This design comes from an exercise in tuning for small area, a short achievable clock period and few clock cycles on the open sky130 flow, not from production work. Only simulation tests tie the RTL to the original design; equivalence was not proved. Power figures rest on the tool's default switching activity, not on a simulated workload.

==> flow/design.v <==
module lhb_tx #(
    parameter TX_MSG_CAP = 128           
) (
    input  wire        clk,
    input  wire        rst,              
    input  wire        t_valid,
    input  wire [7:0]  t_data,
    input  wire        t_last,
    input  wire        t_empty,          
    output wire        t_ready,
    output wire        tx_valid,
    output wire [7:0]  tx_data,
    input  wire        tx_ready,
    output wire        e_valid,
    output wire [7:0]  e_arg,            
    output wire [15:0] e_len,            
    input  wire        e_ready
);
    localparam N  = TX_MSG_CAP + 3;      
    localparam EW = 8;                   
    localparam Q  = 105;                 
    localparam R  = Q + 1;               
    localparam ER = 8;                   
    localparam LA = TX_MSG_CAP + 1;      
    localparam AW = 8;
    localparam SW = 9;                   
    function [AW:0] nx;
        input [AW:0] a;
        nx = (a[AW-1:0] == N - 1) ? {~a[AW], {AW{1'b0}}} : {a[AW], a[AW-1:0] + 1'b1};
    endfunction
    function [AW-1:0] nxi;
        input [AW-1:0] a;
        nxi = (a == N - 1) ? {AW{1'b0}} : a + 1'b1;
    endfunction
    function [AW-1:0] dif;
        input [AW-1:0] a;
        input [AW-1:0] b;
        reg   [AW:0]   d;
        begin
            d   = {1'b0, a} - {1'b0, b};
            dif = d[AW] ? d[AW-1:0] + N : d[AW-1:0];
        end
    endfunction
    reg  [SW*N-1:0] drum;                
    localparam [1:0] W_DATA = 2'd0, W_EOF = 2'd1, W_SOF = 2'd2, W_C0 = 2'd3;
    reg  [1:0]    w_st;
    reg  [AW:0]   wr;                    
    reg  [AW-1:0] ow;                    
    reg  [AW:0]   sof;                   
    reg  [AW-1:0] lw;                    
    reg  [15:0]   mcnt;                  
    reg           lt_cap;                
    reg  [7:0]    first;                 
    reg           err_v;
    reg           t_rdy;
    reg           q_ok;                  
    reg  [7:0]    q_code;                
    reg           q_fill;                
    localparam R_SOF = 1'b0, R_BODY = 1'b1;
    reg           r_st;
    reg  [AW:0]   rd;                    
    reg  [AW-1:0] orr;                   
    reg           o_v;
    reg  [7:0]    o_d;                   
    reg  [7:0]    o_h;                   
    assign t_ready  = t_rdy;
    assign e_valid  = err_v;
    assign e_arg    = first;
    assign e_len    = mcnt;
    assign tx_valid = o_v;
    assign tx_data  = o_d;
    wire        t_take  = t_valid && t_rdy;
    wire [AW:0] wr1     = nx(wr);
    wire        full    = (wr[AW-1:0] == rd[AW-1:0]) && (wr[AW] != rd[AW]);
    wire        full1   = (wr1[AW-1:0] == rd[AW-1:0]) && (wr1[AW] != rd[AW]);
    wire        at_w    = (ow < EW);
    wire [AW-1:0] ow1   = nxi(ow);
    wire        at_w1   = (ow1 < EW);
    wire        can     = at_w && !full;
    wire        w_eof   = (w_st == W_EOF) && can;
    wire        w_sof   = (w_st == W_SOF) && !full;
    wire        w_c0    = (w_st == W_C0) && can;
    wire        m_adv   = w_eof || w_sof || w_c0;
    wire        e_take  = err_v && e_ready;
    wire [AW-1:0] ow_i  = m_adv ? ow : ow1;
    wire [AW:0]   wr_i  = m_adv ? wr1 : wr;
    wire [AW-1:0] lw_i  = w_eof ? 8'd0 : m_adv ? lw + 1'b1 : lw;
    reg  [1:0]    w_st_i;
    always @(*) begin
        w_st_i = w_st;
        case (w_st)
        W_EOF:   if (w_eof) w_st_i = W_SOF;
        W_SOF:   if (w_sof) w_st_i = W_C0;
        W_C0:    if (w_c0)  w_st_i = W_DATA;
        default: ;
        endcase
    end
    wire        cap_i   = (w_eof || e_take) ? 1'b1 : lt_cap;
    wire        err_i   = err_v && !e_ready;
    wire        at_w_i  = m_adv ? at_w : at_w1;
    wire        full_i  = m_adv ? full1 : full;
    wire        rdy_i   = (w_st_i == W_DATA) && !err_i && (!cap_i || (at_w_i && !full_i));
    wire          ret     = !lt_cap && (mcnt == TX_MSG_CAP);
    wire [AW-1:0] ow_ret  = (ow >= N - 1 - TX_MSG_CAP) ? ow - (N - 1 - TX_MSG_CAP) : ow + TX_MSG_CAP + 1;
    wire [AW-1:0] ow_d    = lt_cap ? ow : ret ? ow_ret : ow1;
    wire [AW:0]   wr_d    = lt_cap ? wr1 : ret ? nx(nx(sof)) : wr;
    wire [AW-1:0] lw_d    = lt_cap ? lw + 1'b1 : ret ? 8'd2 : lw;
    wire [15:0]   mcnt_d  = (mcnt == 16'hFFFF) ? mcnt : mcnt + 16'd1;
    wire          cap_d   = lt_cap && (mcnt != TX_MSG_CAP - 1);
    wire          rdy_d   = !cap_d || (at_w && !full1);    
    wire          b_wok  = t_rdy && (lt_cap || t_empty);    
    wire [SW-1:0] b_wd   = t_empty ? {1'b1, 8'hFF} : {t_data == 8'h00, t_data};
    wire          m_we   = w_eof || w_c0;
    wire [SW-1:0] m_wd   = {1'b1, {8{!w_c0}}};
    always @(posedge clk) begin
        if (rst) begin
            w_st   <= W_DATA;
            wr     <= 2;
            ow     <= 0;
            sof    <= 0;
            lw     <= 2;
            mcnt   <= 16'd0;
            lt_cap <= 1'b1;
            err_v  <= 1'b0;
            t_rdy  <= 1'b1;
        end else if (!t_take) begin
            w_st   <= w_st_i;
            wr     <= wr_i;
            ow     <= ow_i;
            lw     <= lw_i;
            if (w_eof)
                sof <= wr1;
            if (w_eof || e_take)
                mcnt <= 16'd0;
            lt_cap <= cap_i;
            err_v  <= err_i;
            t_rdy  <= rdy_i;
        end else if (t_empty) begin
            w_st   <= W_SOF;
            wr     <= wr1;
            lw     <= 8'd0;
            sof    <= wr1;
            t_rdy  <= 1'b0;
        end else begin
            w_st   <= (lt_cap && t_last) ? W_EOF : W_DATA;
            wr     <= wr_d;
            ow     <= ow_d;
            lw     <= lw_d;
            mcnt   <= mcnt_d;
            lt_cap <= cap_d;
            err_v  <= !lt_cap && t_last;
            t_rdy  <= !t_last && rdy_d;
        end
    end
    reg  [7:0] first_h;
    wire       f_ld = t_take && !t_empty && (mcnt == 16'd0);
    always @(posedge clk) begin
        first   <= f_ld ? t_data : first_h;
        first_h <= f_ld ? t_data : first;
    end
    integer j;
    reg [SW*N-1:0] drum_nx;
    always @(*) begin
        drum_nx = {drum[SW*(N-1)-1:0], drum[SW*(N-1) +: SW]};
        if (rst)
            drum_nx[0 +: SW] = {1'b1, 8'h00};
        else
            for (j = 0; j < EW; j = j + 1)
                if (ow == j) begin
                    if (m_we)
                        drum_nx[SW*j +: SW] = m_wd;
                    else if (b_wok && t_valid)
                        drum_nx[SW*j +: SW] = b_wd;
                end
        if (q_fill)
            drum_nx[SW*Q +: SW] = {1'b1, q_code};
    end
    always @(posedge clk)
        drum <= drum_nx;
    function [7:0] lookahead;
        input [SW*N-1:0] d;
        integer k;
        begin
            lookahead = 8'd0;
            for (k = LA; k >= 1; k = k - 1)
                if (d[SW*((Q - 2 - k + N) % N) + 8])
                    lookahead = k;
        end
    endfunction
    wire [SW-1:0] q_slot = drum[SW*(Q-2) +: SW];
    wire [AW-1:0] q_off  = (ow <= Q - 3) ? Q - 3 - ow : Q - 3 + N - ow;
    always @(posedge clk) begin
        if (rst) begin
            q_ok   <= 1'b0;
            q_fill <= 1'b0;
        end else begin
            q_ok   <= (q_off >= lw);
            q_fill <= q_slot[8] && (q_slot[7:0] == 8'h00) && q_ok;
        end
        q_code <= lookahead(drum);
    end
    reg [SW-1:0] r_slot;
    integer      i;
    always @(*) begin
        r_slot = drum[SW*R +: SW];
        for (i = 1; i < ER; i = i + 1)
            if (orr == i)
                r_slot = drum[SW*(R+i) +: SW];
    end
    wire r_eof = r_slot[8] && (&r_slot[7:0]);
    wire r_c0  = |drum[SW*Q +: 8];       
    wire r_at  = (orr < ER);
    wire r_ok  = (r_st == R_BODY) || ((orr == 0) && (rd != sof) && r_c0);
    wire r_go  = r_at && r_ok && (!o_v || tx_ready);
    wire       o_ld  = !o_v || tx_ready;
    wire [7:0] o_new = (r_st == R_SOF || r_eof) ? 8'h00 : r_slot[7:0];
    always @(posedge clk) begin
        o_d <= o_ld ? o_new : o_h;
        o_h <= o_ld ? o_new : o_d;
    end
    always @(posedge clk) begin
        if (rst) begin
            r_st <= R_SOF;
            rd   <= 0;
            orr  <= N + 1 - R;
            o_v  <= 1'b0;
        end else begin
            if (r_go) begin
                rd  <= nx(rd);
                o_v <= 1'b1;
                if (r_st == R_SOF)
                    r_st <= R_BODY;
                else if (r_eof)
                    r_st <= R_SOF;
            end else begin
                orr <= nxi(orr);
                if (tx_ready)
                    o_v <= 1'b0;
            end
        end
    end
endmodule
clock: 10.0 ns
lec_check: 0
abc_clock_period_in_ps: 3000
cap_margin: 20
core_margin: 2
core_utilization: 55
place_density: 0.7
slew_margin: 20
standard.sh (not shown) runs the stock make flow with config.mk's settings and CLKGATE_MAP_FILE= SYNTH_SCRIPT=/design/flow/synth_recipe.tcl, a recipe that flattens the netlist after the stock synthesis.
==> flow/flow/run.sh <==
#!/bin/bash
# Standard layout, with port buffers of a fixed drive, a clock tree of
# larger sink clusters without dummy loads, and timing repair aiming for a
# setup slack margin of 7.0 ns at the design's clock period.
set -euo pipefail
bash standard.sh SETUP_SLACK_MARGIN=7.0 \
  'BUFFER_PORTS_ARGS=-buffer_cell sky130_fd_sc_hd__buf_4' \
  'CTS_ARGS=-sink_clustering_enable -repair_clock_nets -dont_use_dummy_load -sink_clustering_size 30 -sink_clustering_max_diameter 80' \
  finish > standard.log 2>&1
Testbench counts at the start, summed over its fixed seeds: cycles 17,954.
Change:
==> flow/flow/run.sh (replaced) <==
#!/bin/bash
# Standard layout, with port buffers of a fixed drive, a clock tree of
# larger sink clusters without dummy loads, and timing repair aiming for a
# setup slack margin of 6.9 ns at the design's clock period.
set -euo pipefail
bash standard.sh SETUP_SLACK_MARGIN=6.9 \
  'BUFFER_PORTS_ARGS=-buffer_cell sky130_fd_sc_hd__buf_4' \
  'CTS_ARGS=-sink_clustering_enable -repair_clock_nets -dont_use_dummy_load -sink_clustering_size 24 -sink_clustering_max_diameter 140' \
  finish > standard.log 2>&1
Settings changed: CORE_UTILIZATION 55 to 60, PLACE_DENSITY 0.7 to 0.72.
What happened: Power went up slightly; critical path depth stays the same; register-to-register slack loses 0.03 ns; count of clock-buffer cells in the layout goes up by 7; cell area shrinks slightly.
Change:
==> flow/flow/run.sh (replaced) <==
#!/bin/bash
# Standard layout, with port buffers of a fixed drive, a clock tree without
# dummy loads, and timing repair aiming for a setup slack margin of 6.9 ns
# at the design's clock period.
set -euo pipefail
bash standard.sh SETUP_SLACK_MARGIN=6.9 \
  'BUFFER_PORTS_ARGS=-buffer_cell sky130_fd_sc_hd__buf_4' \
  'CTS_ARGS=-sink_clustering_enable -repair_clock_nets -dont_use_dummy_load' \
  finish > standard.log 2>&1
Settings changed: CORE_UTILIZATION 60 to 65, PLACE_DENSITY 0.72 to 0.8.
=> Synthesized cell count is unchanged; cell count decreases by 0.73%; routed wire length increases by about 23%; via count increases by about 8%; utilization increases by 7.3 points.
Change:
==> flow/flow/run.sh (replaced) <==
#!/bin/bash
# Standard layout, with port buffers of a fixed drive, a clock tree of
# larger sink clusters without dummy loads, and timing repair aiming for a
# setup slack margin of 6.9 ns at the design's clock period.
set -euo pipefail
bash standard.sh SETUP_SLACK_MARGIN=6.9 \
  'BUFFER_PORTS_ARGS=-buffer_cell sky130_fd_sc_hd__buf_4' \
  'CTS_ARGS=-sink_clustering_enable -repair_clock_nets -dont_use_dummy_load -sink_clustering_size 24 -sink_clustering_max_diameter 140' \
  finish > standard.log 2>&1
Settings changed: PLACE_DENSITY 0.8 to 0.75.
After rerunning: Core utilization went down by 2.6 points; wire length went down by a few percent; worst hold slack gets better by 0.022 ns; synthesized area stays the same; setup slack is about the same; sequential share of layout area went up by 2.5 points.
Change:
--- a/flow/flow/run.sh
+++ b/flow/flow/run.sh
@@ -7,3 +7,3 @@
   'BUFFER_PORTS_ARGS=-buffer_cell sky130_fd_sc_hd__buf_4' \
-  'CTS_ARGS=-sink_clustering_enable -repair_clock_nets -dont_use_dummy_load -sink_clustering_size 24 -sink_clustering_max_diameter 140' \
+  'CTS_ARGS=-sink_clustering_enable -repair_clock_nets -dont_use_dummy_load -sink_clustering_size 16 -sink_clustering_max_diameter 100 -buf_list sky130_fd_sc_hd__clkbuf_8' \
   finish > standard.log 2>&1
Settings changed: CORE_UTILIZATION 65 to 60, PLACE_DENSITY 0.75 to 0.72.
Synthesized area does not change.
Via count shrinks by 2.8%.
First-iteration DRC count shrinks by 22%.
Count of clock-buffer cells in the layout grows by 31.
Final area hardly moves.
Sequential power shrinks by about 0.7%.
Clock power shrinks by 13%.
Die area grows by 8.2%.
Change:
--- a/flow/flow/run.sh
+++ b/flow/flow/run.sh
@@ -7,3 +7,3 @@
   'BUFFER_PORTS_ARGS=-buffer_cell sky130_fd_sc_hd__buf_4' \
-  'CTS_ARGS=-sink_clustering_enable -repair_clock_nets -dont_use_dummy_load -sink_clustering_size 16 -sink_clustering_max_diameter 100 -buf_list sky130_fd_sc_hd__clkbuf_8' \
+  'CTS_ARGS=-sink_clustering_enable -repair_clock_nets -dont_use_dummy_load -sink_clustering_size 24 -sink_clustering_max_diameter 100' \
   finish > standard.log 2>&1
Settings changed: ABC_CLOCK_PERIOD_IN_PS 3000 to 5000, CORE_UTILIZATION 60 to 55, PLACE_DENSITY 0.72 to 0.7.
What happened: Power is higher by 3.4%; sequential power barely changes; setup slack gets better by 0.038 ns; wire length rose by about 0.7%; final area went up by about 1.1%.

[port drivers added, routing unchanged]
How much do the figures lean on ideal ports? The routed layouts below were timed once more, with nothing changed but the port constraints. Step 1: set_driving_cell puts a clkbuf_16 on clk and a buf_2 on each other input, an assumption about the parent block. Step 2 also shifts input and output timing later by t, the mid clock arrival at the registers, as if the neighbouring blocks saw the same clock. a / b / c = ideal ports / drivers / drivers and shift; a / b = the first two.
| run | t (ns) | setup slack, ns | worst setup path at the end | worst data-port slew with drivers (ns) | cell pins on the clock port's net |
|---|---|---|---|---|---|
| the first run | 0.654 | 6.832 / 6.775 / 6.386 | input to register | 0.05 | 1 |
| the second run | 0.680 | 6.898 / 6.840 / 6.320 | input to register | 0.05 | 1 |
| the third run | 0.703 | 6.877 / 6.830 / 6.211 | input to register | 0.06 | 1 |
| the fourth run | 0.682 | 6.880 / 6.816 / 6.324 | input to register | 0.04 | 1 |
| the fifth run | 0.735 | 6.824 / 6.768 / 6.234 | input to register | 0.05 | 1 |
| the sixth run | 0.678 | 6.862 / 6.804 / 6.326 | input to register | 0.06 | 1 |
After both steps every run listed still meets setup and hold. For the third run, which loses most, drivers alone change the setup slack by -0.047 ns; drivers and shift together by -0.666 ns.
